Background: an optimization exercise with open tools, aiming at small area. Do not read the settings as production practice. Only simulation tests tie the RTL to the original design; equivalence was not proved. The clock port is modelled as an ideal driver, which makes a skipped or thinned clock tree look cheaper than it is; a real chip needs a root buffer or a tree. No activity file was given, so power comes from the tool's default toggle rates.

## run 1
Design swd_block, start of the top module:
module swd_block (
    input  wire       clk,
    input  wire       rst_n,
    input  wire       tick,
    input  wire       bus_en,
    input  wire       bus_we,
    input  wire [2:0] bus_addr,
    input  wire [7:0] bus_wdata,
    output reg  [7:0] bus_rdata,
    output wire       dq_oe,
    output wire       dq_o,
    input  wire       dq_i,
    input  wire       btn_i,
    output wire       irq_o,
    output wire [1:0] page_o,
    output wire [7:0] hum_o,
    output wire [7:0] temp_o,
    output wire       valid_o,
    output wire       busy_o
);
    localparam [3:0] PH_NONE       = 4'd0,
                     PH_STAB       = 4'd1,
                     PH_START_LOW  = 4'd2,
                     PH_REL_HIGH   = 4'd3,
                     PH_ACK1       = 4'd4,
                     PH_ACK2       = 4'd5,
                     PH_ACK3       = 4'd6,
                     PH_BIT_WH     = 4'd7,
                     PH_BIT_SETTLE = 4'd8,
                     PH_BIT_WL     = 4'd9,
                     PH_DEB_SAMPLE = 4'd10,
                     PH_DEB_WAIT   = 4'd11;
    reg dq_m, dq_s;      
    reg btn_m, btn_s;
    always @(posedge clk) begin
        dq_m <= dq_i;
        dq_s <= dq_m;
    end
    always @(posedge clk or negedge rst_n) begin
        if (!rst_n) begin
            btn_m <= 1'b1;
            btn_s <= 1'b1;
        end else begin
            btn_m <= btn_i;
            btn_s <= btn_m;
        end
    end
    reg [3:0]  phase;
    reg [10:0] cnt;
    reg [5:0]  bitn;
    reg [15:0] stage;       
    reg [7:0]  acc;         
    reg [7:0]  frame_hum;
    reg [7:0]  frame_temp;
    reg        frame_valid;
    reg [1:0]  err;
    reg        done;
    reg        pressed;
    reg        rej;
    reg        last_level;
    reg [1:0]  page;
    wire busy = (phase != PH_NONE);
    wire tk   = tick & busy;
    wire in_wait = (phase == PH_ACK1) | (phase == PH_ACK2) | (phase == PH_ACK3) |
                   (phase == PH_BIT_WH) | (phase == PH_BIT_WL);
    wire wait_level = ~((phase == PH_ACK2) | (phase == PH_BIT_WH));
    wire moved = dq_s ^ wait_level;
    wire t_stab   = &{cnt[9:5], cnt[2:0]};                           
  ...
Size in the first run: ~360 cells after synthesis, ~74 flip-flops, ~49 I/O pins.
clock: 10.0 ns
lec_check: 0
cap_margin: 20
core_margin: 2
core_utilization: 65
place_density: 0.8
slew_margin: 20
standard.sh (not shown) runs the stock make flow with config.mk's settings and CLKGATE_MAP_FILE= SYNTH_SCRIPT=/design/flow/synth_recipe.tcl, a recipe that flattens the netlist after the stock synthesis.
==> flow/flow/run.sh <==
#!/bin/bash
# Own layout flow: the standard flow (standard synthesis unchanged) with
# the smallest buffer on every port and a hand-built clock tree: the clock
# port drives NX x NY clock buffers, one per region of flip-flops.
set -euo pipefail
export OWN_FLOW_DIR="$(pwd)/flow"
export OWN_CTS_NX=2 OWN_CTS_NY=2 OWN_CTS_BUF=sky130_fd_sc_hd__clkbuf_8
if [[ -f flow/cts.env ]]; then source flow/cts.env; fi
export BUFFER_PORTS_ARGS="-buffer_cell sky130_fd_sc_hd__buf_1"
export PRE_CTS_TCL="$OWN_FLOW_DIR/pre_cts.tcl"
bash standard.sh > standard.log 2>&1
==> flow/flow/manual_cts.tcl <==
# Manual clock tree: the clock port drives NBUF clock buffers, each driving
# the flip-flops of one vertical strip of the core (sinks sorted by x).
proc manual_cts {nx ny bufcell} {
  set block [ord::get_db_block]
  set master [[ord::get_db] findMaster $bufcell]
  set clk [$block findNet clk]
  set sinks {}
  foreach it [$clk getITerms] {
    set inst [$it getInst]
    set bb [$inst getBBox]
    set x [expr {([$bb xMin] + [$bb xMax]) / 2}]
    set y [expr {([$bb yMin] + [$bb yMax]) / 2}]
    lappend sinks [list $x $y $it]
  }
  set sinks [lsort -integer -index 0 $sinks]
  set n [llength $sinks]
  set groups {}
  for {set i 0} {$i < $nx} {incr i} {
    set col [lrange $sinks [expr {$i * $n / $nx}] [expr {($i + 1) * $n / $nx - 1}]]
    set col [lsort -integer -index 1 $col]
    set m [llength $col]
    for {set j 0} {$j < $ny} {incr j} {
      lappend groups [lrange $col [expr {$j * $m / $ny}] [expr {($j + 1) * $m / $ny - 1}]]
    }
  }
  set b 0
  foreach grp $groups {
    set sx 0; set sy 0
    foreach s $grp { incr sx [lindex $s 0]; incr sy [lindex $s 1] }
    set cx [expr {$sx / [llength $grp]}]
    set cy [expr {$sy / [llength $grp]}]
    set inst [odb::dbInst_create $block $master "clkbuf_m_$b"]
    set net [odb::dbNet_create $block "clk_m_$b"]
    $net setSigType CLOCK
    foreach s $grp {
      set it [lindex $s 2]
      $it disconnect
      $it connect $net
    }
    [$inst findITerm A] connect $clk
    [$inst findITerm X] connect $net
    $inst setLocation $cx $cy
    $inst setPlacementStatus PLACED
    incr b
  }
}
==> flow/flow/pre_cts.tcl <==
# Runs in place of ORFS's clock tree synthesis (sourced by cts.tcl before it
# calls clock_tree_synthesis): a small two-level clock tree built by hand.
source $::env(OWN_FLOW_DIR)/manual_cts.tcl
proc clock_tree_synthesis {args} {
  manual_cts $::env(OWN_CTS_NX) $::env(OWN_CTS_NY) $::env(OWN_CTS_BUF)
  set_propagated_clock [all_clocks]
}
Inputs modified between run 1 and run 2:
Settings: PLACE_DENSITY changed from 0.8 to 0.6; CORE_UTILIZATION changed from 65 to 40.
==> flow/flow/run.sh <==
#!/bin/bash
# Own layout flow: the standard flow with
#  - the standard synthesis, but an area-oriented ABC script (flow/area.abc),
#  - the smallest buffer on every port,
#  - a hand-built clock tree (flow/manual_cts.tcl): the clock port drives
#    NX x NY clock buffers, one per region of flip-flops.
# Each tool's full output is in orfs/logs/; make's output is in standard.log.
set -euo pipefail
export OWN_WORK_DIR="$(pwd)"
export OWN_FLOW_DIR="$(pwd)/flow"
export OWN_CTS_NX=2 OWN_CTS_NY=2 OWN_CTS_BUF=sky130_fd_sc_hd__clkbuf_8
if [[ -f flow/cts.env ]]; then source flow/cts.env; fi
export BUFFER_PORTS_ARGS="-buffer_cell sky130_fd_sc_hd__buf_1"
export PRE_CTS_TCL="$OWN_FLOW_DIR/pre_cts.tcl"
sed -e "s|SYNTH_SCRIPT=[^ ]*|SYNTH_SCRIPT=$OWN_FLOW_DIR/own_synth.tcl|" standard.sh > own_standard.sh
grep -q "SYNTH_SCRIPT=$OWN_FLOW_DIR/own_synth.tcl" own_standard.sh
bash own_standard.sh > standard.log 2>&1
==> flow/flow/area.abc (new file) <==
strash
dc2
dch -f
amap
==> flow/flow/own_synth.tcl (new file) <==
# The standard synthesis (synth_recipe.tcl, unchanged) with an area-oriented
# ABC script for the combinational logic. The flip-flops are mapped before ABC
# runs, so they are the standard synthesis's, with the same names and cells.
proc abc {args} {
  set i [lsearch -exact $args -script]
  if {$i >= 0} {
    lset args [expr {$i + 1}] $::env(OWN_FLOW_DIR)/area.abc
  }
  yosys abc {*}$args
}
source $::env(OWN_WORK_DIR)/synth_recipe.tcl
==> comparison <==
Run 2 vs. run 1: width of the die has increased, global-route usage has decreased, first-pass GRT wire length now sits lower.
Looking at run 2 and run 1, the slew of the pin with the lowest slew margin is a wash.
What run 3 does differently from run 2 at the input level:
==> flow/flow/run.sh <==
#!/bin/bash
# Own layout flow: the standard flow (standard synthesis unchanged) with
# the smallest buffer on every port and a hand-built clock tree: the clock
# port drives NX x NY clock buffers, one per region of flip-flops.
set -euo pipefail
export OWN_FLOW_DIR="$(pwd)/flow"
export OWN_CTS_NX=2 OWN_CTS_NY=2 OWN_CTS_BUF=sky130_fd_sc_hd__clkbuf_8
if [[ -f flow/cts.env ]]; then source flow/cts.env; fi
export BUFFER_PORTS_ARGS="-buffer_cell sky130_fd_sc_hd__buf_1"
export PRE_CTS_TCL="$OWN_FLOW_DIR/pre_cts.tcl"
bash standard.sh > standard.log 2>&1
removed: flow/flow/area.abc
removed: flow/flow/own_synth.tcl
Results
Diff run 2 -> run 3: post-route total power went up; internal power summed over all cells has increased; final critical-path setup slack went down; proportion of power drawn by flip-flops and latches shows a reduction of 2.1 points; worst endpoint data arrival time picked up an extra 150 ps. Looking at area share of and/or/nand/nor cells after synthesis across run 3 and run 2, the one that comes out higher is run 3. NOTE final HPWL from detailed placement run 2->run 3 increased by a few percent. Run 2 finished all stages; the layout is clean. Both conditions hold for run 3: the flow ran to the end and the final layout passed the timing, DRC and antenna checks.
No run of this note takes its clock network from TritonCTS; it comes from the design's own scripts or RTL.

wip/garnet:
The RTL this note starts from:
==> flow/design.v <==
module swd_block (
    input  wire       clk,
    input  wire       rst_n,
    input  wire       tick,
    input  wire       bus_en,
    input  wire       bus_we,
    input  wire [2:0] bus_addr,
    input  wire [7:0] bus_wdata,
    output reg  [7:0] bus_rdata,
    output wire       dq_oe,
    output wire       dq_o,
    input  wire       dq_i,
    input  wire       btn_i,
    output wire       irq_o,
    output wire [1:0] page_o,
    output wire [7:0] hum_o,
    output wire [7:0] temp_o,
    output wire       valid_o,
    output wire       busy_o
);
    localparam [3:0] PH_NONE       = 4'd0,
                     PH_STAB       = 4'd1,
                     PH_START_LOW  = 4'd2,
                     PH_REL_HIGH   = 4'd3,
                     PH_ACK1       = 4'd4,
                     PH_ACK2       = 4'd5,
                     PH_ACK3       = 4'd6,
                     PH_BIT_WH     = 4'd7,
                     PH_BIT_SETTLE = 4'd8,
                     PH_BIT_WL     = 4'd9,
                     PH_DEB_SAMPLE = 4'd10,
                     PH_DEB_WAIT   = 4'd11;
    reg dq_m, dq_s;      
    reg btn_mn, btn_sn;   
    wire btn_s = ~btn_sn;
    always @(posedge clk) begin
        dq_m <= dq_i;
        dq_s <= dq_m;
    end
    always @(posedge clk or negedge rst_n) begin
        if (!rst_n) begin
            btn_mn <= 1'b0;
            btn_sn <= 1'b0;
        end else begin
            btn_mn <= ~btn_i;
            btn_sn <= btn_mn;
        end
    end
    reg [3:0]  phase;
    reg [10:0] cnt;
    reg [5:0]  bitn;
    reg [15:0] stage;       
    reg [7:0]  acc;         
    reg [7:0]  frame_hum;
    reg [7:0]  frame_temp;
    reg        frame_valid;
    reg [1:0]  err;
    reg        done;
    reg        pressed;
    reg        rej;
    reg        last_level;
    reg [1:0]  page;
    wire busy = (phase != PH_NONE);
    wire tk   = tick & busy;
    wire in_wait = (phase == PH_ACK1) | (phase == PH_ACK2) | (phase == PH_ACK3) |
                   (phase == PH_BIT_WH) | (phase == PH_BIT_WL);
    wire wait_level = ~((phase == PH_ACK2) | (phase == PH_BIT_WH));
    wire moved = dq_s ^ wait_level;
    wire t_stab   = &{cnt[9:5], cnt[2:0]};                           
    wire t_start  = bitn[3] & cnt[10] & cnt[9] & cnt[6] & (&cnt[3:0]);  
    wire t_rel    = cnt[5] & (&cnt[2:0]);                            
    wire t_to     = (&cnt[10:6]) & (&cnt[3:0]);                      
    wire t_settle = (&cnt[4:2]) & cnt[0];                            
    wire t_deb    = bitn[4] & bitn[3] & cnt[9] & cnt[8] & cnt[6] & cnt[4];  
    wire cmd_wr   = bus_en & bus_we & (bus_addr == 3'd0);
    wire cmd_code = (bus_wdata[7:2] == 6'd0) & (bus_wdata[1] ^ bus_wdata[0]);
    wire accept   = cmd_wr & cmd_code & ~busy;
    wire reject   = cmd_wr & ~accept;
    reg  [3:0] phase_n;
    reg        adv;        
    reg        fin;        
    reg        to;         
    reg        shift;      
    always @(*) begin
        phase_n = phase;
        adv     = 1'b0;
        fin     = 1'b0;
        to      = 1'b0;
        shift   = 1'b0;
        case (phase)
            PH_STAB:       if (t_stab)  begin adv = 1'b1; phase_n = PH_START_LOW; end
            PH_START_LOW:  if (t_start) begin adv = 1'b1; phase_n = PH_REL_HIGH; end
            PH_REL_HIGH:   if (t_rel)   begin adv = 1'b1; phase_n = PH_ACK1; end
            PH_BIT_SETTLE: if (t_settle) begin adv = 1'b1; shift = 1'b1; phase_n = PH_BIT_WL; end
            PH_DEB_SAMPLE: begin
                if (btn_s | last_level) begin fin = 1'b1; phase_n = PH_NONE; end
                else phase_n = PH_DEB_WAIT;
            end
            PH_DEB_WAIT:   if (t_deb)   begin fin = 1'b1; phase_n = PH_NONE; end
            PH_NONE: ;
            default: begin  
                if (moved) begin
                    adv = 1'b1;
                    case (phase)
                        PH_ACK1:   phase_n = PH_ACK2;
                        PH_ACK2:   phase_n = PH_ACK3;
                        PH_ACK3:   phase_n = PH_BIT_WH;
                        PH_BIT_WH: phase_n = PH_BIT_SETTLE;
                        default: begin
                            if (bitn[5] & bitn[3]) begin fin = 1'b1; phase_n = PH_NONE; end
                            else phase_n = PH_BIT_WH;
                        end
                    endcase
                end else if (t_to) begin
                    fin = 1'b1; to = 1'b1; phase_n = PH_NONE;
                end
            end
        endcase
    end
    wire fin_frame = fin & (phase == PH_BIT_WL) & ~to;
    wire sum_ok    = &acc;
    wire take      = tk & shift;
    wire       add_bit = take & (dq_s ^ bitn[5]);
    wire [7:0] add_pos = 8'h80 >> bitn[2:0];
    wire [7:0] carry;
    genvar gi;
    generate
        for (gi = 0; gi < 8; gi = gi + 1) begin : g_acc
            if (gi == 0)
                assign carry[gi] = add_bit & add_pos[gi];
            else
                assign carry[gi] = (add_bit & add_pos[gi]) | (carry[gi-1] & acc[gi-1]);
        end
    endgenerate
    always @(posedge clk) begin
        if (!busy | (tk & adv))
            cnt <= 11'd0;
        else
            cnt <= cnt + {10'd0, tk};
        if (!busy | (tk & (phase == PH_START_LOW) & t_start))
            bitn <= 6'd0;
        else
            bitn <= bitn + {5'd0, tk & ((&cnt) | shift)};
        if (accept)
            acc <= 8'd0;
        else
            acc <= acc ^ carry;
        if (take & ~bitn[5] & ~bitn[3])
            stage <= {stage[14:0], dq_s};
    end
    always @(posedge clk or negedge rst_n) begin
        if (!rst_n) begin
            phase       <= PH_NONE;
            frame_hum   <= 8'h00;
            frame_temp  <= 8'h00;
            frame_valid <= 1'b0;
            err         <= 2'b00;
            done        <= 1'b0;
            pressed     <= 1'b0;
            rej         <= 1'b0;
            last_level  <= 1'b0;
            page        <= 2'b00;
        end else begin
            if (accept) begin
                done <= 1'b0;
                rej  <= 1'b0;
                if (bus_wdata[0]) begin
                    phase <= PH_STAB;
                    err   <= 2'b00;
                end else begin
                    phase   <= PH_DEB_SAMPLE;
                    pressed <= 1'b0;
                end
            end else if (reject) begin
                rej <= 1'b1;
            end
            if (tk) begin
                phase <= phase_n;
                if (fin)
                    done <= 1'b1;
                if (to)
                    err <= 2'b01;
                if (fin_frame) begin
                    if (sum_ok) begin
                        frame_hum   <= stage[15:8];
                        frame_temp  <= stage[7:0];
                        frame_valid <= 1'b1;
                    end else begin
                        err <= 2'b10;
                    end
                end
                if ((phase == PH_DEB_SAMPLE) & btn_s)
                    last_level <= 1'b0;
                if ((phase == PH_DEB_WAIT) & t_deb & ~btn_s) begin
                    last_level <= 1'b1;
                    page       <= page + 2'd1;
                    pressed    <= 1'b1;
                end
            end
        end
    end
    always @(*) begin
        case (bus_addr)
            3'd1:    bus_rdata = {1'b0, rej, pressed, frame_valid, err, done, busy};
            3'd2:    bus_rdata = frame_hum;
            3'd3:    bus_rdata = frame_temp;
            3'd4:    bus_rdata = {5'b00000, last_level, page};
            default: bus_rdata = 8'h00;
        endcase
    end
    assign dq_oe   = (phase == PH_STAB) | (phase == PH_START_LOW) | (phase == PH_REL_HIGH);
    assign dq_o    = (phase != PH_START_LOW);
    assign irq_o   = done;
    assign page_o  = page;
    assign hum_o   = frame_hum;
    assign temp_o  = frame_temp;
    assign valid_o = frame_valid;
    assign busy_o  = busy;
endmodule
==> flow/config.mk <==
export PLATFORM = sky130hd
export DESIGN_NAME = swd_block
export DESIGN_NICKNAME = swd_block
export VERILOG_FILES = /design/flow/design.v
export SDC_FILE = /design/flow/constraint.sdc
export NUM_CORES = 4
export LEC_CHECK = 0
export CAP_MARGIN = 0
export CORE_MARGIN = 2
export CORE_UTILIZATION = 40
export GPL_TIMING_DRIVEN = 0
export PLACE_DENSITY = 0.6
export SLEW_MARGIN = 0
==> flow/constraint.sdc <==
create_clock -name core_clock -period 10.0 [get_ports {clk}]
set_input_delay 2.0000 -clock core_clock [delete_from_list [all_inputs] [get_ports {clk}]]
set_output_delay 2.0000 -clock core_clock [all_outputs]
set_load 0.01 [all_outputs]
==> flow/flow/run.sh <==
#!/bin/bash
# Own layout flow: the standard flow (ORFS, with the standard flow's config.mk) with
#  - the standard synthesis, but area-oriented ABC scripts (own_synth.tcl),
#  - the smallest buffer (buf_1) on every port,
#  - a hand-built clock tree in place of ORFS's CTS (pre_cts.tcl).
# Each tool's full output is in orfs/logs/; make's output is in standard.log.
set -euo pipefail
export OWN_WORK_DIR="$(pwd)"
export OWN_FLOW_DIR="$(pwd)/flow"
export OWN_ABC_SCRIPTS="area1.abc area2.abc deep1.abc deep2.abc deep3.abc"
export OWN_CTS_SLEW=0.120
export OWN_CTS_TREES="{2 2 sky130_fd_sc_hd__buf_6} {3 2 sky130_fd_sc_hd__buf_4} {2 2 sky130_fd_sc_hd__clkbuf_8} {3 2 sky130_fd_sc_hd__buf_6} {3 2 sky130_fd_sc_hd__clkbuf_8} {3 3 sky130_fd_sc_hd__clkbuf_8}"
export BUFFER_PORTS_ARGS="-buffer_cell sky130_fd_sc_hd__buf_1"
export PRE_CTS_TCL="$OWN_FLOW_DIR/pre_cts.tcl"
sed -e "s|SYNTH_SCRIPT=[^ ]*|SYNTH_SCRIPT=$OWN_FLOW_DIR/own_synth.tcl|" standard.sh > own_standard.sh
grep -q "SYNTH_SCRIPT=$OWN_FLOW_DIR/own_synth.tcl" own_standard.sh
bash own_standard.sh > standard.log 2>&1
Other scripts of this flow, unchanged in this note and not shown: flow/flow/area1.abc, flow/flow/area2.abc, flow/flow/deep1.abc, flow/flow/deep2.abc, flow/flow/deep3.abc, flow/flow/manual_cts.tcl, flow/flow/own_synth.tcl, flow/flow/pre_cts.tcl
Relative to wip/garnet, the following input files were edited for wip/sierra:
Settings: CAP_MARGIN now 20, was 0; SLEW_MARGIN now 20, was 0.
--- outcome ---
wip/sierra vs. wip/garnet: global-route usage over all layers went down by 1.3 points; proportion of power drawn by combinational gates down 4.5 points; aggregate routed wire length decreased by 570 um relative to the old numbers; area occupied by multi-input gates moved down.
wip/sierra -> wip/garnet: critical-path maximum fanout delta 0, exact match
Re proportion of power drawn by the clock network: wip/sierra is 1.8 points up on wip/garnet.
Side by side, first-pass GRT wire length turned out lower in wip/sierra than in wip/garnet.
The inputs of wip/xenon differ from those of wip/sierra as listed below.
Settings: PLACE_DENSITY now 0.75, was 0.6; CAP_MARGIN now 0, was 20; CORE_UTILIZATION now 60, was 40; SLEW_MARGIN now 0, was 20.
Findings:
- Compared with wip/sierra, the router placed more vias in wip/xenon.
- Going from wip/sierra to wip/xenon, setup slack up 0.099 ns, total power now larger, post-route core utilization rose 23 points.
- sky130_fd_sc_hd__and3_1 as the slowest cell on the critical path was reported by wip/sierra, and sky130_fd_sc_hd__a31oi_1 by wip/xenon.
- From wip/sierra to wip/xenon the numbers moved as follows: die span in x moved down, antenna diode count neither gained nor lost much, critical path depth decreased by 8.3% relative to the old numbers.
In every run of this note, the design's own scripts or RTL, not TritonCTS, make the clock network.

## port drivers added, routing unchanged
No port has a modelled driver above. Below, the same layouts with a new extraction and two added sets of constraints.
Step 1 assumes that a clkbuf_16 drives the clock port and a buf_2 every other input.
Step 2 also shifts input and output timing later by t, the mid clock arrival at the registers, as if the neighbouring blocks saw the same clock.
a / b / c = ideal / step 1 / step 2; a / b = the first two.
| run | t (ns) | slack for setup (ns) | worst data-port slew with drivers (ns) |
|---|---|---|---|
| run 1 | 0.218 | 4.295 / 4.329 / 4.111 | 0.03 |
| run 2 | 0.228 | 4.460 / 4.481 / 4.277 | 0.03 |
| run 3 | 0.227 | 4.267 / 4.312 / 4.085 | 0.05 |
| wip/garnet | 0.224 | 4.531 / 4.569 / 4.346 | 0.05 |
| wip/sierra | 0.221 | 4.357 / 4.397 / 4.176 | 0.04 |
| wip/xenon | 0.220 | 4.456 / 4.495 / 4.275 | 0.06 |
After both steps every run listed still meets setup and hold. The setup slack of wip/garnet, which loses most, moves by +0.038 ns with the drivers and by -0.185 ns with both steps.
